Background: an optimization exercise with open tools, aiming at a short achievable clock period. Do not read the settings as production practice. Power is estimated from default activity; no workload was simulated.

==> job 5708 <==
## pwmcore
module pwmcore (
    input  wire        clk,
    input  wire        rst,           
    input  wire        cmd_valid,
    input  wire [31:0] cmd_word,
    output reg         resp_valid,
    output wire [31:0] resp_word,
    input  wire [7:0]  ev_in,
    output wire [3:0]  pin_h,
    output wire [3:0]  pin_l,
    output wire        irq_fault,
    output wire [3:0]  irq_match,
    output wire        irq_ovf
);
Settings: LEC_CHECK=0, ABC_AREA=1, CAP_MARGIN=20, CORE_MARGIN=2, CORE_UTILIZATION=40, PLACE_DENSITY=0.6, SETUP_SLACK_MARGIN=4.8, SLEW_MARGIN=20, SYNTH_HIERARCHICAL=1, SYNTH_MINIMUM_KEEP_SIZE=0; clock period 7.6 ns.
run.sh (not shown) runs the stock make flow with config.mk's settings and CLKGATE_MAP_FILE= SYNTH_SCRIPT=/design/flow/synth_recipe.tcl, a recipe that flattens the netlist after the stock synthesis.
==> job 7680 (differences from job 5708) <==
Settings changed: ABC_AREA 1 to default, ABC_CLOCK_PERIOD_IN_PS from default to 2500.
==> job 7078 (differences from job 5708) <==
--- a/flow/design.v
+++ b/flow/design.v
@@ -2,16 +2,16 @@
     input  wire        clk,
     input  wire        rst,           
     input  wire        cmd_valid,
     input  wire [31:0] cmd_word,
     output reg         resp_valid,
     output wire [31:0] resp_word,
     input  wire [7:0]  ev_in,
-    output wire [3:0]  pin_h,
-    output wire [3:0]  pin_l,
+    output reg  [3:0]  pin_h,
+    output reg  [3:0]  pin_l,
     output wire        irq_fault,
     output wire [3:0]  irq_match,
     output wire        irq_ovf
 );
     localparam N = 4;
     function automatic pfx16(input [15:0] g_in, input [15:0] p_in);
         reg [15:0] g, p;
@@ -132,21 +132,17 @@
     endfunction
     reg        enabled;
     reg        fstate;          
     reg        forced;
     reg        restart;         
     reg        safe;
     reg [7:0]  evmask;
-    reg [N-1:0] match_k, match_s;
-    reg        ovf_k, ovf_s;
-    reg        faultif_k, faultif_s;
-    wire [N-1:0] match = match_k | match_s;
-    wire       ovf     = ovf_k | ovf_s;
-    wire       faultif = faultif_k | faultif_s;
-    reg [N-1:0] ph_r, pl_r;
+    reg [N-1:0] match;
+    reg        ovf;
+    reg        faultif;
     reg        cfgerr;
     reg [7:0]  ev_prev;
     reg        resp_hi29;
     reg        ra31, ra28, rb, rc;
     reg [15:0] resp_lo;
     reg        pc_a, pc_e, pm_a, pm_e, pd_a, pd_e;
     wire       pend_car = pc_a & ~pc_e;
@@ -213,16 +209,19 @@
             dt_high_e[i] = (pend_dt && cw[25:24] == i) ? cw[7:0]  : dt_high[i];
             pending_e[i] = wr_r[i] ? cw[15:0] : pending_p[i];
             active_e[i]  = tkb ? pending_e[i] : active_p[i];
             raw_e[i]     = pend_car ? cw_raw[i] : (tk ? r2_r[i] : raw_p[i]);
             dt_e[i]      = pend_car ? 8'd0 : (tk ? (r2_r[i] ? dt_a1[i] : dt_a0[i]) : dt_p[i]);
         end
     end
-    wire [17:0] st_s    = step(ncnt_s, nphase_s, period, period_m1, mode, direction);
-    wire [17:0] st_c    = step(cw_init, 1'b0, cw[15:0], cw_pm1, cw[26], cw[27]);
+    wire [17:0] st_s, st_c;
+    pwmcore_step u_st_s (.c(ncnt_s), .ph(nphase_s), .per(period), .per_m1(period_m1),
+                         .md(mode), .dir(direction), .st(st_s));
+    pwmcore_step u_st_c (.c(cw_init), .ph(1'b0), .per(cw[15:0]), .per_m1(cw_pm1),
+                         .md(cw[26]), .dir(cw[27]), .st(st_c));
     wire [15:0] s_cnt   = pend_car ? st_c[17:2] : (tk ? st_s[17:2] : ncnt_s);
     wire        s_phase = pend_car ? st_c[1]    : (tk ? st_s[1]    : nphase_s);
     wire        s_bnd   = pend_car ? st_c[0]    : (tk ? st_s[0]    : nbnd_s);
     reg [7:0] a1 [0:N-1];
     reg [7:0] a0 [0:N-1];
     reg [N-1:0] dz, z1, z0, d2;
     reg [7:0] dec;
@@ -356,22 +355,20 @@
     wire [7:0] evmask1 = ok_flt ? cmd_word[7:0] : evmask;
     wire fstate2 = fstate1 & ~(tick_b & restart1);
     wire forced2 = forced1 & ~(tick_b & ~fstate2);
     wire ev_any   = |(ev_in & ~ev_prev & evmask1);
     wire ev_latch = ev_any & ~fstate2;
     wire fstate_n  = fstate2 | ev_any;
     wire forced_n  = forced2 | ev_latch;
-    wire faultif_kn = fire_latch | (faultif & ~(ok_ack & cmd_word[9]));
-    wire faultif_sn = ev_latch;
-    wire ovf_kn     = ovf & ~(ok_ack & cmd_word[8]);
-    wire ovf_sn     = tick_b;
+    wire faultif_n = ev_latch | fire_latch | (faultif & ~(ok_ack & cmd_word[9]));
+    wire ovf_n     = tick_b | (ovf & ~(ok_ack & cmd_word[8]));
     wire vnz  = |value;
     wire bnd  = phit_e & nbnd_e;              
     wire ncz  = pend_car ? (cw_init == 16'd0) : (tk ? (ncnt_s == 16'd0) : (ncnt_p == 16'd0));
-    reg [N-1:0] la, lp, ea, ep, r2, hit, match_kn, match_sn, h_n, l_n;
+    reg [N-1:0] la, lp, ea, ep, r2, hit, match_n, h_n, l_n;
     always @(*) begin
         for (i = 0; i < N; i = i + 1) begin
             lp[i] = pend_car ? (cw[27] ? (|pending_p[i][15:1]) : m_lt_pp[i]) :
                     tk ? (wr_r[i] ? lt_s_cw : s_lt_pp[i]) :
                          (wr_r[i] ? lt_p_cw : lpp_r[i]);
             ep[i] = pend_car ? (cw[27] ? (pending_p[i] == 16'd1) : m_eq_pp[i]) :
                     tk ? (wr_r[i] ? eq_s_cw : s_eq_pp[i]) :
@@ -382,16 +379,15 @@
                          lap_r[i];
             ea[i] = pend_car ? (cw[27] ? (active_p[i] == 16'd1) : m_eq_ap[i]) :
                     tk ? (nbnd_p ? (wr_r[i] ? eq_s_cw : s_eq_pp[i])
                                  : s_eq_ap[i]) :
                          eap_r[i];
             r2[i]  = bnd ? (wr_sel[i] ? (ncz & vnz) : lp[i]) : la[i];
             hit[i] = ~nphase_e & (bnd ? (wr_sel[i] ? (ncz & ~vnz) : ep[i]) : ea[i]);
-            match_kn[i] = match[i] & ~(ok_ack & cmd_word[i]);
-            match_sn[i] = tick & hit[i];
+            match_n[i] = (match[i] & ~(ok_ack & cmd_word[i])) | (tick & hit[i]);
             h_n[i] = en1 & (bnd ? (wr_sel[i] ? (ncz & z1[i] & vnz) : (lp[i] & z1[i]))
                                 : (phit_e ? (la[i] & z1[i]) : (raw_e[i] & dz[i])));
             l_n[i] = en1 & (bnd ? (wr_sel[i] ? (~(ncz & vnz) & z0[i]) : (~lp[i] & z0[i]))
                                 : (phit_e ? (~la[i] & z0[i]) : (~raw_e[i] & dz[i])));
         end
     end
     wire [15:0] flags_word = {2'b00, fstate, enabled, forced, cfgerr_e, faultif, ovf,
@@ -420,29 +416,26 @@
         if (rst) begin
             enabled    <= 1'b0;
             fstate     <= 1'b0;
             forced     <= 1'b0;
             restart    <= 1'b0;
             safe       <= 1'b0;
             evmask     <= 8'h00;
-            match_k    <= {N{1'b0}};
-            match_s    <= {N{1'b0}};
-            ovf_k      <= 1'b0;
-            ovf_s      <= 1'b0;
-            faultif_k  <= 1'b0;
-            faultif_s  <= 1'b0;
+            match      <= {N{1'b0}};
+            ovf        <= 1'b0;
+            faultif    <= 1'b0;
             cfgerr     <= 1'b0;
             ra31       <= 1'b0;
             ra28       <= 1'b0;
             rb         <= 1'b0;
             rc         <= 1'b0;
             ev_prev    <= 8'h00;
             resp_valid <= 1'b0;
-            ph_r       <= {N{1'b0}};
-            pl_r       <= {N{1'b0}};
+            pin_h      <= {N{1'b0}};
+            pin_l      <= {N{1'b0}};
             pc_a       <= 1'b0;
             pm_a       <= 1'b0;
             pd_a       <= 1'b0;
             lpp_r      <= {N{1'b0}};
             lap_r      <= {N{1'b0}};
             epp_r      <= {N{1'b0}};
             eap_r      <= {N{1'b0}};
@@ -472,30 +465,27 @@
         end else begin
             enabled    <= en1;
             fstate     <= fstate_n;
             forced     <= forced_n;
             restart    <= restart1;
             safe       <= safe1;
             evmask     <= evmask1;
-            match_k    <= match_kn;
-            match_s    <= match_sn;
-            ovf_k      <= ovf_kn;
-            ovf_s      <= ovf_sn;
-            faultif_k  <= faultif_kn;
-            faultif_s  <= faultif_sn;
+            match      <= match_n;
+            ovf        <= ovf_n;
+            faultif    <= faultif_n;
             cfgerr     <= cfgerr_e;
             ra31       <= ~legal | cfe_a;
             ra28       <= legal & cfe_a;
             rb         <= cfe_b;
             rc         <= cfe_c;
             ev_prev    <= ev_in;
             resp_valid <= cmd_valid;
             for (i = 0; i < N; i = i + 1) begin
-                ph_r[i] <= h_n[i];
-                pl_r[i] <= l_n[i];
+                pin_h[i] <= forced_n ? safe1 : h_n[i];
+                pin_l[i] <= forced_n ? safe1 : l_n[i];
             end
             pc_a       <= lg_car & ~(enabled | ~|c_period | ~|c_div);
             pc_e       <= ~md_lt_c | car_dt_bad;
             pm_a       <= lg_max & ~enabled;
             pm_e       <= ~v_lt_per | max_ap_bad;
             pd_a       <= lg_dt & ~enabled;
             pd_e       <= dt_ge;
@@ -525,16 +515,14 @@
                 pending_p[i] <= pending_e[i];
                 active_p[i]  <= active_e[i];
                 dt_p[i]      <= dt_e[i];
             end
         end
     end
     assign resp_word = {ra31 | rb | rc, 1'b0, resp_hi29, ra28 | rb | rc, 12'd0, resp_lo};
-    assign pin_h     = forced ? {N{safe}} : ph_r;
-    assign pin_l     = forced ? {N{safe}} : pl_r;
     assign irq_fault = faultif;
     assign irq_match = match;
     assign irq_ovf   = ovf;
 endmodule
 module pwmcore_cmp16 (
     input  wire [15:0] a,
     input  wire [15:0] b,
@@ -582,7 +570,57 @@
             for (j = 0; j < 16; j = j + 2 * k) begin
                 g[j+2*k-1]  = g[j+2*k-1] | (pp[j+2*k-1] & g[j+k-1]);
                 pp[j+2*k-1] = pp[j+2*k-1] & pp[j+k-1];
             end
     end
     assign ge = ~|p[15:9] & g[15];
 endmodule
+module pwmcore_step (
+    input  wire [15:0] c,
+    input  wire        ph,
+    input  wire [15:0] per,
+    input  wire [15:0] per_m1,
+    input  wire        md,
+    input  wire        dir,
+    output reg  [17:0] st
+);
+    wire lt_cp, eq_cp, eq_cm;
+    pwmcore_cmp16 u_cp (.a(c), .b(per), .lt(lt_cp), .eq(eq_cp));
+    pwmcore_cmp16 u_cm (.a(c), .b(per_m1), .lt(), .eq(eq_cm));
+    reg [15:0] ci, cd, sc;
+    reg        cz, sp, sb;
+    integer j;
+    always @(*) begin
+        for (j = 0; j < 16; j = j + 1) begin
+            ci[j] = c[j] ^ (&(c | ~((16'd1 << j) - 16'd1)));
+            cd[j] = c[j] ^ ~(|(c & ((16'd1 << j) - 16'd1)));
+        end
+        cz = (c == 16'd0);
+        sc = c; sp = ph; sb = 1'b0;
+        if (md == 1'b0) begin
+            if (dir == 1'b0) begin
+                if (cz) begin sc = per; sb = 1'b1; end
+                else sc = cd;
+            end else begin
+                if (eq_cp) begin sc = 16'd0; sb = 1'b1; end
+                else sc = ci;
+            end
+        end else begin
+            if (dir == 1'b0) begin
+                if (ph == 1'b0 && !cz) sc = cd;
+                else begin
+                    sc = ci;
+                    if (eq_cm) begin sp = 1'b0; sb = 1'b1; end
+                    else sp = 1'b1;
+                end
+            end else begin
+                if (ph == 1'b0 && lt_cp) sc = ci;
+                else begin
+                    sc = cd;
+                    if (c == 16'd1) begin sp = 1'b0; sb = 1'b1; end
+                    else sp = 1'b1;
+                end
+            end
+        end
+        st = {sc, sp, sb};
+    end
+endmodule
==> metrics.md <==
| Metric | Value |
|---|---|
| Int Pwr | around 0.0053 W |
| Clock latency (worst-skew pair) | approximately 0.66 ns |
| Die Wd | about 330 µm |
| Area Overhead vs Synth | 26.7% |
| WL met3 | around 26,000 µm |
| Hold endpoint | period_m1[0] |
| Crit path cell chain | buf_6 > or4_4 > or4b_4 > nor3_4 > and3_4 > a31o_4 > a22oi_2 > or2_4 > inv_8 > o211ai_4 > nor3_2 |
| Avg Inst Size Synth | just under 8 µm² |
| Multi-input logic area | 0.0301 mm² |
| Non-clock buffer share of cell area | 0.108 |
| Slowest cell on crit path | or4_4 |
| Clock network area share | 0.0419 |
| Largest net degree at the start of global routing | 76 |
| Signal inverters | about 670 |
| Outcome | timing/DRC/antenna clean |
| Final Instance Count excl. Fillers | between 7,000 and 8,000 |
| Startpoint types | input pin |
| Slew of the pin with the lowest slew margin | ~1.3 ns |
(the above is from job 7680)
==> metrics.md <==
| Metric | Value |
|---|---|
| Outcome | timing/DRC/antenna clean |
| Slew of the pin with the lowest slew margin | 1.06 ns |
| Slowest cell on crit path | fa_1 |
| Die Wd | roughly 330 µm |
| Avg Inst Size Synth | 5.73 µm² |
| Final Instance Count excl. Fillers | about 9,300 |
| Clock network area share | 0.0459 |
| Startpoint types | input pin |
| Int Pwr | 0.00541 W |
| Crit path cell chain | buf_6 > buf_12 > buf_4 > fa_1 > inv_1 > nand2_1 > o21ai_0 > nand2_1 > nand2_1 > nand2_1 > a21oi_2 > nor4_2 > nand2_1 > nand2_2 > a21oi_1 |
| WL met3 | 20,500 µm |
| Largest net degree at the start of global routing | 150 |
| Area Overhead vs Synth | 21.9% |
| Non-clock buffer share of cell area | 0.0831 |
(the above is from job 5708)
==> metrics.md <==
| Metric | Value |
|---|---|
| Largest net degree at the start of global routing | around 180 |
| Clock network area share | 0.0431 |
| Crit path cell chain | nor2_4 > buf_12 > buf_12 > nand2_8 > nand2_2 > o21a_4 > inv_1 > fa_1 > inv_1 > nand2_1 > o21ai_0 > nand2_1 > nand2_1 > nand2_2 > a21oi_2 > nor4_2 > nand2_1 > nand3_1 > o21ai_1 |
| Slowest cell on crit path | fa_1 |
| Multi-input logic area | between 0.03 and 0.04 mm² |
| Die Wd | approximately 340 µm |
| Slew of the pin with the lowest slew margin | 1.26 ns |
| Outcome | timing/DRC/antenna clean |
| WL met3 | 24,900 µm |
| Final Instance Count excl. Fillers | approximately 10,000 |
| Hold endpoint | period_m1[1] |
| Non-clock buffer share of cell area | 0.102 |
(the above is from job 7078)
No functional check of the RTL was part of any run of this note.

## port drivers added, routing unchanged
The flow's constraints put no driver on any port. The routed layouts listed below were extracted and timed again, unchanged, in two steps. Step 1, drivers: a clkbuf_16 drives clk and a buf_2 each remaining input, both assumed. Step 2 moves the port delays by t, midway between the first and last clock arrival at a register: inputs arrive t later, outputs are due t later. That takes back most of the time a late clock gives input paths. a / b / c = ideal ports / drivers / drivers and shift; a / b = the first two.
run	t (ns)	setup WS [ns]	worst setup path at the end	clock arrival spread, ns	worst register clock-pin slew, ns
job 5708	0.703	4.483 / 4.499 / 3.806	input to register	0.035 / 0.035	0.07 / 0.07
job 7680	0.703	3.885 / 3.918 / 3.215	input to register	0.038 / 0.038	0.07 / 0.07
job 7078	0.735	4.418 / 4.418 / 3.832	input to register	0.056 / 0.056	0.07 / 0.07
After both steps every run listed still meets setup and hold. For job 5708, which loses most, drivers alone change the setup slack by +0.016 ns; drivers and shift together by -0.677 ns.
